What follows belongs to an exercise in optimizing a design on an open flow for small area; a production flow would make more cautious choices. Function was checked by simulation only, so behaviour that the tests miss may differ from the original.

==> flow/design.v (excerpt) <==
module lima_vm (
    input  wire        clk,
    input  wire        rst,           
    input  wire [15:0] entry,         
    output reg         mem_valid,
    output reg         mem_we,
    output wire [15:0] mem_addr,
    output wire [31:0] mem_wdata,
    input  wire        mem_ready,
    input  wire [31:0] mem_rdata,
    output wire        in_req,
    output wire        in_float,
    input  wire        in_valid,
    input  wire        in_fail,
    input  wire [31:0] in_data,
    output wire        out_valid,
    output wire        out_float,
    output wire [31:0] out_data,
    input  wire        out_ready,
    output wire        halted,
    output wire [2:0]  err_code,
    output wire [15:0] ip,
    output wire [3:0]  flags,         
    output wire [31:0] r0,
    output wire [31:0] r1
);
    localparam [2:0] E_OOB = 3'd1, E_OPC = 3'd3, E_REG = 3'd4, E_DIV = 3'd5, E_IO = 3'd6;
    localparam [5:0]
        S_FETCH = 6'd0,  S_DEC  = 6'd1,  S_CHK2 = 6'd2,  S_WR   = 6'd3,
        S_NEXT  = 6'd4,  S_WBR  = 6'd5,  S_RR2  = 6'd6,  S_RDL  = 6'd7,
        S_RDO   = 6'd8,  S_OUT  = 6'd9,  S_IN   = 6'd10, S_HALT = 6'd11,
        S_IRA   = 6'd12, S_IRB  = 6'd13,
        S_IM1   = 6'd14, S_IM2  = 6'd15, S_IM4  = 6'd16, S_IM5  = 6'd17, S_IM8 = 6'd18,
        S_ID1   = 6'd19, S_ID2  = 6'd20, S_ID3  = 6'd21, S_ID4  = 6'd22,
        S_MV    = 6'd23, S_ML   = 6'd24, S_NEG  = 6'd25,
        S_FRA   = 6'd26, S_FRB  = 6'd27, S_FSPEC = 6'd28, S_CLRB = 6'd29,
        S_A1    = 6'd30, S_A2   = 6'd31, S_A3   = 6'd32, S_A4   = 6'd33,
        S_A5    = 6'd34, S_A6   = 6'd35, S_A7   = 6'd36,
        S_M1    = 6'd37, S_M2   = 6'd38,
        S_V1    = 6'd39, S_V2   = 6'd40, S_V3   = 6'd41, S_V4   = 6'd42,
        S_V5    = 6'd43, S_V6   = 6'd44,
        S_NORM  = 6'd45, S_RND  = 6'd46, S_POST = 6'd47, S_PACK = 6'd48;
  ...
==> flow/config.mk <==
export PLATFORM = sky130hd
export DESIGN_NAME = lima_vm
export DESIGN_NICKNAME = lima_vm
export VERILOG_FILES = /design/flow/design.v
export SDC_FILE = /design/flow/constraint.sdc
export NUM_CORES = 4
export LEC_CHECK = 0
export ABC_AREA = 1
export CAP_MARGIN = 20
export CORE_MARGIN = 2
export CORE_UTILIZATION = 30
export PLACE_DENSITY = 0.55
export SLEW_MARGIN = 20
==> flow/constraint.sdc <==
create_clock -name core_clock -period 22.0 [get_ports {clk}]
set_input_delay 4.4000 -clock core_clock [delete_from_list [all_inputs] [get_ports {clk}]]
set_output_delay 4.4000 -clock core_clock [all_outputs]
set_load 0.01 [all_outputs]
run.sh (not shown) runs the stock make flow with config.mk's settings and CLKGATE_MAP_FILE= SYNTH_SCRIPT=/design/flow/synth_recipe.tcl, a recipe that flattens the netlist after the stock synthesis.
The baseline finished clean.
Rerun with:
--- a/flow/config.mk
+++ b/flow/config.mk
@@ -6,5 +6,4 @@
 export NUM_CORES = 4
 export LEC_CHECK = 0
-export ABC_AREA = 1
 export CAP_MARGIN = 20
 export CORE_MARGIN = 2
Fmax is lower by 2.3%.
Final area rises by 1.5%.
Non-clock buffer count went up by 21.
Wire length is lower by 5.4%.
Clock-buffer cell count falls by 5.
Sequential share of layout area falls by 0.36 points.
Clock skew hardly moves.
Critical path depth came out lower by 6.
Setup slack gets worse by 0.28 ns.
Area after synthesis went up by 2.5%.

Another version of the RTL of lima_vm (not shown whole).
For scale: roughly 2,100 cells after synthesis, ~210 flip-flops, roughly 260 I/O pins, roughly 0.015 mm² of cells after synthesis.
make LEC_CHECK=0 ABC_AREA=1 CAP_MARGIN=20 CORE_MARGIN=2 CORE_UTILIZATION=30 PLACE_DENSITY=0.55 SLEW_MARGIN=20 finish   # period 22.0 ns
Edit:
==> flow/flow/run.sh (new file) <==
#!/bin/bash
# The standard layout, with the smallest buffer cell on the port buffers
# (every input and output port still gets its own buffer).
set -euo pipefail
cd "$(dirname "$0")/.."
export BUFFER_PORTS_ARGS="-buffer_cell sky130_fd_sc_hd__buf_1"
bash standard.sh > standard.log 2>&1
==> flow/standard.sh (new file) <==
#!/bin/bash
# synth_recipe.tcl (not shown) runs the flow's synth.tcl, then flattens the netlist and writes it again
# the make line also repeats each setting of config.mk as NAME=value (left out here)
make -C /OpenROAD-flow-scripts/flow DESIGN_CONFIG=/design/flow/config.mk WORK_HOME=/design/flow/orfs CLKGATE_MAP_FILE= SYNTH_SCRIPT=/design/flow/synth_recipe.tcl "${@:-finish}"
Settings changed: CTS_BUF_LIST from default to sky130_fd_sc_hd__clkbuf_8.
removed: flow/run.sh
The changed run produced a clean layout. Hold slack is better by 6.3 ps. Count of clock-buffer cells in the layout rose by 6. Fmax rose by about 0.7%.

-- static timing again, ports no longer ideal --
How much do the figures lean on ideal ports? The routed layouts below were timed once more, with nothing changed but the port constraints. Step 1, drivers: a clkbuf_16 drives clk and a buf_2 each remaining input, both assumed. Step 2 adds t to the input delays and takes it off the output delays; t is the mean of the earliest and latest rising clock arrival at the registers after step 1. Input paths then give back, and output paths get back, about the clock's delay inside the block. a / b / c = no drivers / after step 1 / after step 2; a / b = the first two.
run | t, ns | setup WS [ns] | cell pins on the clock port's net
the first run of note 1 | 0.631 | 10.232 / 10.176 / 10.807 | 1
the second run of note 1 | 0.633 | 9.950 / 9.892 / 10.524 | 1
the first run of note 2 | 0.621 | 0.720 / 0.720 / 0.099 | 1
the second run of note 2 | 0.669 | 0.870 / 0.863 / 0.194 | 1
After both steps setup and hold are still met in every run listed. For the second run of note 2, which loses most, drivers alone change the setup slack by -0.007 ns; drivers and shift together by -0.676 ns.
